This is an optimization exercise on Yosys and OpenROAD, whose aim is small area, not a production implementation. Only simulation tests tie the RTL to the original design; equivalence was not proved.

`flow/flow/run.sh`:
```
#!/bin/bash
set -euo pipefail
export BUFFER_PORTS_ARGS="-buffer_cell sky130_fd_sc_hd__buf_1"
export CTS_ARGS="-sink_clustering_enable -repair_clock_nets -dont_use_dummy_load -buf_list {sky130_fd_sc_hd__clkbuf_8} -sink_clustering_size 16 -sink_clustering_max_diameter 60"
bash standard.sh > flow_make.log 2>&1
```
`flow/standard.sh`:
```
#!/bin/bash
# synth_recipe.tcl (not shown) runs the flow's synth.tcl, then flattens the netlist and writes it again
# the make line also repeats each setting of config.mk as NAME=value (left out here)
make -C /OpenROAD-flow-scripts/flow DESIGN_CONFIG=/design/flow/config.mk WORK_HOME=/design/flow/orfs CLKGATE_MAP_FILE= SYNTH_SCRIPT=/design/flow/synth_recipe.tcl "${@:-finish}"
```
`flow/config.mk`:
```
export PLATFORM = sky130hd
export DESIGN_NAME = stack_cpu
export DESIGN_NICKNAME = stack_cpu
export VERILOG_FILES = /design/flow/design.v
export SDC_FILE = /design/flow/constraint.sdc
export NUM_CORES = 4
export LEC_CHECK = 0
export CAP_MARGIN = 20
export CORE_MARGIN = 2
export CORE_UTILIZATION = 40
export PLACE_DENSITY = 0.6
export SLEW_MARGIN = 20
export SYNTH_HIERARCHICAL = 1
export SYNTH_MINIMUM_KEEP_SIZE = 0
```
`flow/constraint.sdc`:
```
create_clock -name core_clock -period 12.0 [get_ports {clk}]
set_input_delay 2.4000 -clock core_clock [delete_from_list [all_inputs] [get_ports {clk}]]
set_output_delay 2.4000 -clock core_clock [all_outputs]
set_load 0.01 [all_outputs]
```
`flow/design.v`:
```
module stack_cpu (
    input  wire        clk,
    input  wire        rst,          
    input  wire [31:0] code_size,    
    output wire [31:0] code_addr,
    input  wire [31:0] code_rdata,
    output wire [1:0]  status,       
    output wire [2:0]  reason,       
    output wire [31:0] pc,
    output wire [4:0]  sp,
    input  wire [3:0]  stk_idx,
    output wire [31:0] stk_data
);
    localparam [3:0] S_CHK  = 4'd0,   
                     S_EX   = 4'd1,   
                     S_PCHK = 4'd2,   
                     S_PIMM = 4'd3,   
                     S_RST  = 4'd4,   
                     S_INC  = 4'd5,   
                     S_CJ   = 4'd6,   
                     S_CMP2 = 4'd12,  
                     S_SV   = 4'd13,  
                     S_MD1  = 4'd7,   
                     S_IT   = 4'd8,   
                     S_FIX  = 4'd9,   
                     S_HALT = 4'd10,  
                     S_FLT  = 4'd14,  
                     S_WAIT = 4'd11;  
    reg  [3:0]   state;
    reg  [31:0]  pc_r;
    reg  [4:0]   sp_r;
    reg  [2:0]   reason_r;
    reg  [3:0]   ph;
    reg  [511:0] ring;
    reg  [31:0]  A;
    reg          neg;     
    reg          lap;
    reg          take;
    reg  [4:0]   op;      
    assign code_addr = pc_r;
    assign pc        = pc_r;
    assign sp        = sp_r;
    assign status    = {st_flt, st_halt};
    assign reason    = reason_r;
    wire st_chk  = (state == S_CHK);
    wire st_ex   = (state == S_EX);
    wire st_pchk = (state == S_PCHK);
    wire st_pimm = (state == S_PIMM);
    wire st_rst  = (state == S_RST);
    wire st_inc  = (state == S_INC);
    wire st_cj   = (state == S_CJ);
    wire st_cmp2 = (state == S_CMP2);
    wire st_sv   = (state == S_SV);
    wire st_md1  = (state == S_MD1);
    wire st_it   = (state == S_IT);
    wire st_fix  = (state == S_FIX);
    wire st_halt = (state == S_HALT);
    wire st_flt  = (state == S_FLT);
    wire st_done = st_halt || st_flt;
    wire st_wait = (state == S_WAIT);
    wire [31:0] w = code_rdata;
    wire w_valid = (w[31:5] == 27'd0) && (w[4:0] != 5'd0) && (w[4:0] <= 5'd17);
    always @(posedge clk) if (st_wait) op <= w_valid ? w[4:0] : 5'd0;
    wire valid  = (op != 5'd0);
    wire o_push = (op == 5'd1);
    wire o_pop  = (op == 5'd2);
    wire o_add  = (op == 5'd3);
    wire o_sub  = (op == 5'd4);
    wire o_mult = (op == 5'd5);
    wire o_div  = (op == 5'd6);
    wire o_mod  = (op == 5'd7);
    wire o_jmp  = (op == 5'd8) || (op == 5'd15);
    wire o_cmp  = (op >= 5'd9) && (op <= 5'd13);
    wire o_call = (op == 5'd14);
    wire o_nop  = (op == 5'd16);
    wire o_as   = o_add || o_sub;
    wire o_dm   = o_div || o_mod;
    wire o_md   = o_mult || o_dm;
    wire need1 = o_pop || o_jmp || o_call;
    wire need2 = o_as || o_md;
    wire need3 = o_cmp;
    wire underflow = (need1 && sp_r == 5'd0) ||
                     (need2 && sp_r <  5'd2) ||
                     (need3 && sp_r <  5'd3);
    wire [3:0] sp4 = sp_r[3:0];
    wire [3:0] gap = sp4 - ph;              
    wire al0 = (gap == 4'd0);               
    wire al1 = (gap == 4'd1);               
    wire al2 = (gap == 4'd2);               
    wire al3 = (gap == 4'd3);               
    wire sel2 = (st_sv && o_dm) || (st_it && o_mult) || (st_fix && o_dm) ||
                (st_ex && o_cmp);
    wire [3:0] sel  = st_done ? stk_idx :
                      (sp4 - (st_cmp2 ? 4'd3 : sel2 ? 4'd2 : 4'd1));
    wire [3:0] ridx = sel - ph;
    wire [15:0] roh = 16'd1 << ridx;
    wire [31:0] R;
    stack_rdmux u_rd (.words(ring), .sel(roh), .r(R));
    wire [31:0] W0 = ring[31:0];
    wire [31:0] W1 = ring[63:32];
    assign stk_data = R;
    wire ex_as  = st_ex && o_as;
    wire ex_cmp = st_ex && o_cmp;
    wire ex_dm  = st_ex && o_dm;
    wire p_pc = st_chk || st_pchk || st_inc || (st_cj && !take) || st_rst || st_sv ||
                (st_ex && !(o_as || o_cmp || o_dm || o_jmp));
    wire p_x  = ex_as || ex_cmp || st_cmp2;
    wire p_s  = st_it;
    wire s_in = o_dm && pc_r[31];
    wire fix_neg = !o_mult && neg;
    wire md1_neg = st_md1 && o_dm && pc_r[31];
    wire q_r  = ex_as || (st_ex && o_jmp) || (st_cj && take) || ex_cmp || st_cmp2 || ex_dm ||
                (st_it && (o_dm || pc_r[31]));
    wire q_cs = st_chk || st_pchk;
    wire q_rd = 1'b0;
    wire p_rd = st_pimm;
    wire q_a  = st_fix && !o_div;
    wire q_pc = (st_fix && o_div) || (st_md1 && o_dm);
    wire inv  = st_chk || st_pchk || st_rst || (ex_as && o_sub) || ex_cmp || st_cmp2 || ex_dm ||
                md1_neg || (st_it && o_dm && !R[31]) ||
                (st_fix && fix_neg);
    wire cin  = st_chk || st_pchk || st_inc || (st_cj && !take) ||
                (st_ex && !(o_as || o_cmp || o_dm || o_jmp)) ||
                (ex_as && o_sub) || ex_cmp || st_cmp2 || ex_dm ||
                md1_neg || (st_it && o_dm && !R[31]) ||
                (st_fix && fix_neg);
    wire [31:0] P = ({32{p_pc}} & pc_r) | ({32{p_x}} & W0) |
                    ({32{p_s}} & {A[30:0], s_in}) | ({32{p_rd}} & code_rdata);
    wire [31:0] Q = ({32{q_r}} & R) | ({32{q_cs}} & code_size) |
                    ({32{q_rd}} & code_rdata) | ({32{q_a}} & A) | ({32{q_pc}} & pc_r);
    wire [33:0] sum = {1'b0, P, 1'b1} + {1'b0, Q ^ {32{inv}}, cin};
    wire [31:0] S    = sum[32:1];
    wire        cout = sum[33];
    wire        yzero = cout;
    wire x31 = W0[31];
    wire y31 = R[31];
    wire ge  = (x31 ^ y31) ? ~x31 : cout;
    reg  cond;
    always @(*) begin
        case (op)
            5'd9:    cond = take && ge;       
            5'd10:   cond = !ge;              
            5'd11:   cond = take;             
            5'd12:   cond = !take;            
            default: cond = ge;               
        endcase
    end
    wire sv_go = o_mult ? al1 : al2;
    wire ins = (st_ex && ((o_call && al1) || (o_as && al2))) ||
               (st_pimm && al0) || (st_sv && sv_go) || st_fix;
    always @(posedge clk) begin
        ring <= {ins ? S : W0, ring[511:32]};
        A    <= (st_it && (o_mult || cout)) ? S : P;
    end
    always @(posedge clk) begin
        if (rst) begin
            state    <= S_CHK;
            pc_r     <= 32'd0;
            sp_r     <= 5'd0;
            reason_r <= 3'd0;
            ph       <= 4'd0;
        end else begin
            ph <= ph + 4'd1;
            case (state)
                S_CHK: begin
                    if (cout) begin reason_r <= 3'd4; state <= S_FLT; end
                    else      state <= S_WAIT;
                end
                S_WAIT: state <= S_EX;
                S_EX: begin
                    if (!valid) begin
                        reason_r <= 3'd1; state <= S_FLT;
                    end else if (o_push) begin
                        pc_r  <= S;
                        state <= S_PCHK;
                    end else if (underflow) begin
                        reason_r <= 3'd2; state <= S_FLT;
                    end else if (o_pop) begin
                        sp_r  <= sp_r - 5'd1;
                        pc_r  <= S;
                        state <= S_CHK;
                    end else if (o_nop) begin
                        pc_r  <= S;
                        state <= S_CHK;
                    end else if (o_jmp) begin
                        sp_r  <= sp_r - 5'd1;
                        pc_r  <= S;
                        state <= S_CHK;
                    end else if (o_call) begin
                        if (al1) begin
                            pc_r  <= R;
                            state <= S_CHK;
                        end
                    end else if (o_as) begin
                        if (al2) begin
                            sp_r  <= sp_r - 5'd1;
                            state <= S_INC;
                        end
                    end else if (o_cmp) begin
                        if (al3) begin
                            take  <= ge;
                            state <= S_CMP2;
                        end
                    end else if (o_mult) begin
                        state <= S_SV;
                    end else if (o_dm) begin
                        if (yzero) begin
                            sp_r  <= sp_r - 5'd2;
                            state <= S_INC;
                        end else
                            state <= S_SV;
                    end else begin  
                        state <= S_HALT;
                    end
                end
                S_PCHK: begin
                    if (cout)                begin reason_r <= 3'd4; state <= S_RST; end
                    else if (sp_r[4])        begin reason_r <= 3'd3; state <= S_RST; end
                    else                     state <= S_PIMM;
                end
                S_PIMM: begin
                    if (al0) begin
                        sp_r  <= sp_r + 5'd1;
                        state <= S_INC;
                    end
                end
                S_RST: begin
                    pc_r     <= S;
                    state    <= S_FLT;
                end
                S_INC: begin
                    pc_r  <= S;
                    state <= S_CHK;
                end
                S_CMP2: begin
                    take  <= cond;
                    state <= S_CJ;
                end
                S_CJ: begin
                    sp_r  <= sp_r - 5'd3;
                    pc_r  <= S;
                    state <= S_CHK;
                end
                S_SV: begin
                    if (sv_go) begin
                        pc_r  <= R;
                        neg   <= o_div ? (W0[31] ^ W1[31]) : W0[31];
                        state <= S_MD1;
                    end
                end
                S_MD1: begin
                    if (o_dm) pc_r <= S;     
                    lap <= 1'b0;
                    if (al3) state <= S_IT;
                end
                S_IT: begin
                    pc_r <= {pc_r[30:0], cout};
                    if (al3) begin
                        lap <= 1'b1;
                        if (lap) state <= S_FIX;
                    end
                end
                S_FIX: begin
                    pc_r  <= R;              
                    sp_r  <= sp_r - 5'd1;
                    state <= S_INC;
                end
                default: ;  
            endcase
        end
    end
endmodule
module stack_rdmux (
    input  wire [511:0] words,
    input  wire [15:0]  sel,
    output reg  [31:0]  r
);
    integer i;
    always @(*) begin
        r = 32'd0;
        for (i = 0; i < 16; i = i + 1)
            r = r | ({32{sel[i]}} & words[32*i +: 32]);
    end
endmodule
```
==> qor.txt, run 1 <==
Crit path required time = 12.50 ns
CTS tree = yes
Warnings from Yosys = 8
Slowest stage delay, CP = 0.66 ns
Startpoint Class = flip-flop
Register area = 0.01209 mm^2
Worst R2R End = A[4]$_DFF_P_
FILL cells = 5520
Ys async rst share = 0%
Cell taking the most area after synthesis = dfxtp_1
CP Capture Type = flip-flop
Clk sinks = 600
PortBufs = 175
Clk slew on worst S/H paths = 0.10 ns
Die height = 244.2 um
Fin crit period = 9.908 ns
Synth area leaders = dfxtp_1, a221oi_1, a22o_1
Drt drc = 0
Max Root-Sink Buffers = 3
Total CTS buffers = 48
Antenna Violating Nets Remaining = 0
Area growth syn-to-layout = 7.536%
Post-DP HPWL = 54.43 mm
Post-synthesis mux area share = 2.348%
Worst-Skew Late Latency = 0.69 ns
Layout Cells excl Fill = 3062
R2r worst-path depth = 34
Final instance area = 0.02482 mm^2
DRT Wirelength = 80.14 mm
Seq cells post-synth = 600
Overall Global Routing Usage = 26.02%
Hold Crit Class = reg -> reg
First-pass GRT wire length = 118.0 mm
Crit path depth = 34
Core ar. = 0.05737 mm^2
Most frequent cell after synthesis = dfxtp_1
Crit share post-route = 82.57%
Post-synth top cells = dfxtp_1, nand2_1, a221oi_1, a22o_1, nor2_1
Final Slew Violations = 0
Post-synth EDFFs = 8
Layout cells sized above 1 = 7.230%
DRT iter0 DRCs = 2521
GPL Wtd Cong = 0.9538
Final setup vio count = 0
Number of max-cap violations = 0
Area post-placement = 0.02415 mm^2
Vias = 18885
Antenna violations before repair = 1
Worst reg2reg path startpoint = state[0]$_SDFFE_PP0P_
Synth unique cells = 92
Slew @ Worst Pin = 1.088 ns
RSZ-0062 raised after global routing = no
CTS Root Buffer Type = clkbuf_8
Avg WL per Cell = 26.17 um
Rows = 88
Number of setup buffers added after CTS = 0
I/O pin count = 176
Die Wd = 244.2 um
Initial Utilization = 40.23%
Register area share after synthesis = 52.40%
Die area = 0.05963 mm^2
Fin. Hold Viols = 0
Status = no timing/DRC/antenna violations
Pin count of the biggest net entering global routing = 66
Worst-path maximum fanout = 32
Overflow after GRT = 0
Vias in the first global route = 18293
Number of cells produced by synthesis = 2217
Synth Area in Adders = 2.895%
Peak Freq = 100.9 MHz
Area share of the largest cell type after synthesis = 51.36%
Post-cts gate resize count = 0
Synth Flop Type = dfxtp_1
CP delay by family, top = compound AO/OA/AOI/OAI gates
Vias per cell = 6.168
Main combinational cell family by area after synthesis = compound AO/OA/AOI/OAI gates
CP max-delay cell = dfxtp_1
Clk_skew = 0.09779 ns
Slew margin rel. = 26.77%
Placed cells = 3013
Number of hold buffers added after CTS = 0
Syn avg cell area = 10.41 um^2
Setup TNS = 0 ns
Critical Path End = A[4]$_DFF_P_
DR pass1 iterations = 10
Post-Syn Area = 0.02308 mm^2
Worst path bufs/invs = 4
Arrival @ worst endpoint = 10.40 ns
Fin nets = 2419
CTS HTree Levels = 2
Worst Setup SP = state[0]$_SDFFE_PP0P_
Compound-Gate Fraction of Synth Area = 23.07%
Multi-input gate area = 0.01003 mm^2
Syn nets = 2338
Simple-gate area share of the yosys netlist = 11.61%
Class of the most critical setup path = reg -> reg
XOR/XNOR Fraction of Synth Area = 2.695%
## stage by stage
| stage | util, % | worst slack, ns | hold slack [ns] |
|---|---|---|---|
| 2_1_floorplan | - | 3.739 | 0.3308 |
| 3_3_place_gp | 42.10 | 2.517 | 0.3330 |
| 3_5_place_dp | 42.10 | 2.231 | 0.3366 |
| 4_1_cts | 43.25 | 2.207 | 0.2889 |
| 5_1_grt | 43.26 | 1.551 | 0.2993 |
| 6_report | 43.26 | 2.092 | 0.3022 |
## sequential cells by signal, indices dropped and copies added (netlist names)
| signal | count |
|---|---|
| ring | 512 |
| A | 32 |
| pc_r | 32 |
| op | 5 |
| sp_r | 5 |
| ph | 4 |
| state | 4 |
| reason_r | 3 |
| lap | 1 |
| neg | 1 |
| take | 1 |
## worst min-delay path by stage
stage / cells after the start / endpoint / slack [ns] / from
finish: 0 / ring[178]$_DFF_P_ / 0.30 / ring[210]$_DFF_P_
global route: 0 / ring[448]$_DFF_P_ / 0.30 / ring[480]$_DFF_P_
CTS: 0 / ring[353]$_DFF_P_ / 0.29 / ring[385]$_DFF_P_
detailed placement: 0 / ring[306]$_DFF_P_ / 0.34 / ring[338]$_DFF_P_
global placement: 0 / ring[154]$_DFF_P_ / 0.33 / ring[186]$_DFF_P_
floorplan: 0 / ring[126]$_DFF_P_ / 0.33 / ring[158]$_DFF_P_
## cell families (layout without fill, tap and decap cells)
group,after synthesis,in the layout
AOI/OAI and AO/OA,660,660
other,0,1
muxes,49,49
and+or+nand+nor,566,566
adders and majority gates,51,51
buffers and inverters,220,299
DFF,600,600
xor gates and xnor gates,71,71
## cell type report
class	count	share of cell area [%]
inverter	40	0.6050
sequential	600	48.72
timing repair buffer	211	3.741
multi-input combinational	1397	40.40
clock buffer	48	2.662
antenna	1	0.01008
tap	765	3.857
## per-layer routing
metal / wire length, um / up-vias / track usage (%)
met1: 34920 / 9223 / 35.88
met4: 3336 / 0 / 10.44
li1: - / 8488 / -
met2: 34510 / 988 / 39.59
met3: 7367 / 186 / 5.542
met5: 0 / - / 0
## Yosys stat by module, one instance, submodules excluded
module / area [um^2] / copies in the design / cells inside
stack_cpu: 20270 / 1 / 1881
stack_rdmux: 2809 / 1 / 336
## cells in the final DEF, fill, tap and decap left out, drive strengths merged, types with 9 or more instances in the layout
cell	n
a22o	128
nor2	119
nand4	43
or3	11
inv	39
dfxtp	592
mux2	41
a21oi	81
nand3	40
o21ai	72
buf	210
clkbuf	49
a221oi	141
nand2b	17
and2	18
and3	11
a211oi	31
nor3	38
nand2	223
a31oi	13
nor4	9
a222oi	81
ha	47
o211ai	9
a21o	22
xnor2	25
xor2	46
==> inputs of run 2 (changes only) <==
--- a/flow/config.mk
+++ b/flow/config.mk
@@ -7,8 +7,8 @@
 export LEC_CHECK = 0
 export CAP_MARGIN = 20
 export CORE_MARGIN = 2
-export CORE_UTILIZATION = 40
-export PLACE_DENSITY = 0.6
+export CORE_UTILIZATION = 70
+export PLACE_DENSITY = 0.85
 export SLEW_MARGIN = 20
 export SYNTH_HIERARCHICAL = 1
 export SYNTH_MINIMUM_KEEP_SIZE = 0
==> run 2 against run 1 <==
Net effect:
- count of clock-buffer cells in the layout decreased by 1
- largest cell class unchanged
- global-route usage increased by 16 points
- design area decreased by 1.5%
- worst setup slack improved by 0.38 ns
- clock skew increased by 0.0075 ns
- non-clock buffer count increased by 3
- synthesized area unchanged
- flip-flop and latch count unchanged
==> qor.txt, run 2 <==
Overflow after GRT = 0 (unchanged)
Number of max-cap violations = 0 (unchanged)
Area share of the largest cell type after synthesis = 51.36% (unchanged)
Class of the most critical setup path = reg -> reg
Overall Global Routing Usage = 42.43% (+16 points)
GPL Wtd Cong = 0.9472 (-0.69%)
Most common cell after layout, fill and taps aside = dfxtp_1
CP max-delay cell = fa_1
Cell taking the most area after synthesis = dfxtp_1
CP Capture Type = flip-flop
Rows = 66 (-25%)
Synth area leaders = dfxtp_1, a221oi_1, a22o_1
Antenna Violating Nets Remaining = 0 (unchanged)
Final setup margin = 2.474 ns (+0.3817 ns)
Pre-CTS setup slack = 2.839 ns (+0.6080 ns)
Clk slew on worst S/H paths = 0.08 ns (-0.02 ns)
Post-Syn Area = 0.02308 mm^2 (unchanged)
Core ar. = 0.03254 mm^2 (-43%)
First-pass GRT wire length = 111.2 mm (-5.8%)
Post-synth EDFFs = 8 (unchanged)
Leading registers by flop count = ring: 512 flops, A: 32 flops, pc_r: 32 flops
CTS HTree Levels = 2 (unchanged)
Crit share post-route = 79.38% (-3.2 points)
Number of setup buffers added after CTS = 0 (unchanged)
Ys async rst share = 0% (unchanged)
Layout Cells excl Fill = 2740 (-11%)
Final Slew Violations = 0 (unchanged)
Post-DP HPWL = 48.78 mm (-10%)
Vias per cell = 7.234 (+17%)
Post-cts gate resize count = 0 (unchanged)
Initial Utilization = 70.93% (+31 points)
Worst-path maximum fanout = 32 (unchanged)
Placed cells = 2692 (-11%)
Vias in the first global route = 19248 (+5.2%)
I/O pin count = 176 (unchanged)
Syn nets = 2338 (unchanged)
Peak Freq = 105.0 MHz (+4.0%)
Startpoint Class = flip-flop
Final instance area = 0.02443 mm^2 (-1.5%)
Total CTS buffers = 47 (-2.1%)
Synth unique cells = 92 (unchanged)
DRT iter0 DRCs = 3137 (+24%)
Register area share after synthesis = 52.40% (unchanged)
Warnings from Yosys = 8 (unchanged)
Post-synth top cells = dfxtp_1, nand2_1, a221oi_1, a22o_1, nor2_1
Fin nets = 2421 (+0.083%)
DRT Wirelength = 74.50 mm (-7.0%)
Fin crit period = 9.526 ns (-0.3817 ns)
Worst-Skew Late Latency = 0.65 ns (-0.04 ns)
Antenna violations before repair = 1 (unchanged)
Max reg flops = 512 (unchanged)
Vias = 19820 (+5.0%)
Die height = 185.6 um (-24%)
Die area = 0.03444 mm^2 (-42%)
Antenna Cells = 0 (-1)
Number of cells produced by synthesis = 2217 (unchanged)
Max Root-Sink Buffers = 3 (unchanged)
Slowest stage delay, CP = 0.49 ns (-0.17 ns)
Top reg by flops = ring
Area post-placement = 0.02376 mm^2 (-1.6%)
Crit path required time = 12.49 ns (about the same)
Pin count of the biggest net entering global routing = 65 (-1.5%)
Slew margin rel. = 17.99% (-8.8 points)
Fin. Hold Viols = 0 (unchanged)
Seq cells post-synth = 600 (unchanged)
Clk sinks = 600 (unchanged)
Synth Flop Type = dfxtp_1
CTS tree = yes
Worst path bufs/invs = 4 (unchanged)
Status = no timing/DRC/antenna violations
Die Wd = 185.6 um (-24%)
DR pass1 iterations = 11 (+1)
Final setup vio count = 0 (unchanged)
Clk_skew = 0.1053 ns (+0.007538 ns)
PortBufs = 175 (unchanged)
Arrival @ worst endpoint = 10.02 ns (-0.38 ns)
CP delay by family, top = compound AO/OA/AOI/OAI gates
Avg WL per Cell = 27.19 um (+3.9%)
Setup TNS = 0 ns (unchanged)
Drt drc = 0 (unchanged)
Number of hold buffers added after CTS = 0 (unchanged)
Most frequent cell after synthesis = dfxtp_1
Area growth syn-to-layout = 5.872%
RSZ-0062 raised after global routing = no
CTS Root Buffer Type = clkbuf_8
Slew @ Worst Pin = 1.227 ns (+0.1391 ns)
Hold Crit Class = reg -> reg
Most frequent cells in the layout = dfxtp_1, nand2_1, buf_1
Syn avg cell area = 10.41 um^2 (unchanged)
Layout cells sized above 1 = 7.311% (+0.081 points)
==> run 2: Yosys stat by module (local to each module, per instance) <==
module	times used	cells inside	area, um^2
stack_cpu	1	1881	20270
stack_rdmux	1	336	2809
==> run 2: path summary, 6_finish.rpt <==
| path | from | cells past startpoint | slack (ns) | to |
|---|---|---|---|---|
| worst max register to register | state[0]$_SDFFE_PP0P_ | 35 | 2.47 | state[1]$_SDFFE_PP0P_ |
| worst min register to register | ring[191]$_DFF_P_ | 0 | 0.29 | ring[159]$_DFF_P_ |
| worst min-delay path | ring[191]$_DFF_P_ | 0 | 0.29 | ring[159]$_DFF_P_ |
| worst max-delay path | state[0]$_SDFFE_PP0P_ | 35 | 2.47 | state[1]$_SDFFE_PP0P_ |
==> run 2: final cells by class <==
type                       count  area [um^2]
clock buffer                  47        646.9
fill                        2271         8104
inverter                      40        150.1
multi-input combinational   1397        10020
sequential                   600        12090
tap                          442        553.0
timing repair buffer         214        970.9
==> run 2: cells by family (layout without fill, tap and decap cells) <==
logic type                 Yosys count  count (layout)  share of synthesized area, %
DFF                                600             600                         52.40
buffers and inverters              220             301                         4.983
AOI/OAI and AO/OA                  660             660                         23.07
xor gates and xnor gates            71              71                         2.695
and+or+nand+nor                    566             566                         11.61
muxes                               49              49                         2.348
adders and majority gates           51              51                         2.895
==> run 2: layer usage <==
metal  GRT usage [%]  wire length [um]  vias to the layer above
met5          0.7407                45                        -
met4           23.06              4174                        4
met3           9.881              9029                      348
met2           66.30             32870                     1514
met1           54.63             28380                     9472
li1                -                 -                     8482
==> run 2: worst reg2reg max path: cells and delay by family (launching register included) <==
kind                     cells  cell delay (ns)
flip-flops                   1             0.30
XOR/XNOR                     3             0.65
AO/OA/AOI/OAI               15             3.60
adder cells (fa/ha/maj)      4             1.36
buffers and inverters        4             1.40
AND/OR/NAND/NOR              9             2.15
==> run 2: metrics by stage <==
stage	hold slack [ns]	utilization, %
after global placement	0.3324	73.02
after detailed placement	0.3366	73.02
after global routing	0.2850	75.09
after floorplan	0.3308	-
after CTS	0.2932	75.01
final	0.2870	75.09

## port drivers added, routing unchanged
In the flow no input, the clock included, has a driving cell. The finished layouts below were timed again as built, in two steps.
Step 1, drivers: a clkbuf_16 drives clk and a buf_2 each remaining input, both assumed.
Step 2 also shifts input and output timing later by t, the mid clock arrival at the registers, as if the neighbouring blocks saw the same clock.
Slacks: ideal / step 1 / step 2; pairs: ideal / step 1.
run	t, ns	slack for setup (ns)	worst setup path at the end	latest minus earliest clock arrival (ns)	cell pins on the clock port's net
run 1	0.696	2.092 / 2.092 / 2.092	register to register	0.098 / 0.098	1
run 2	0.648	2.474 / 2.474 / 2.474	register to register	0.106 / 0.106	1
After both steps setup and hold are still met in every run listed.
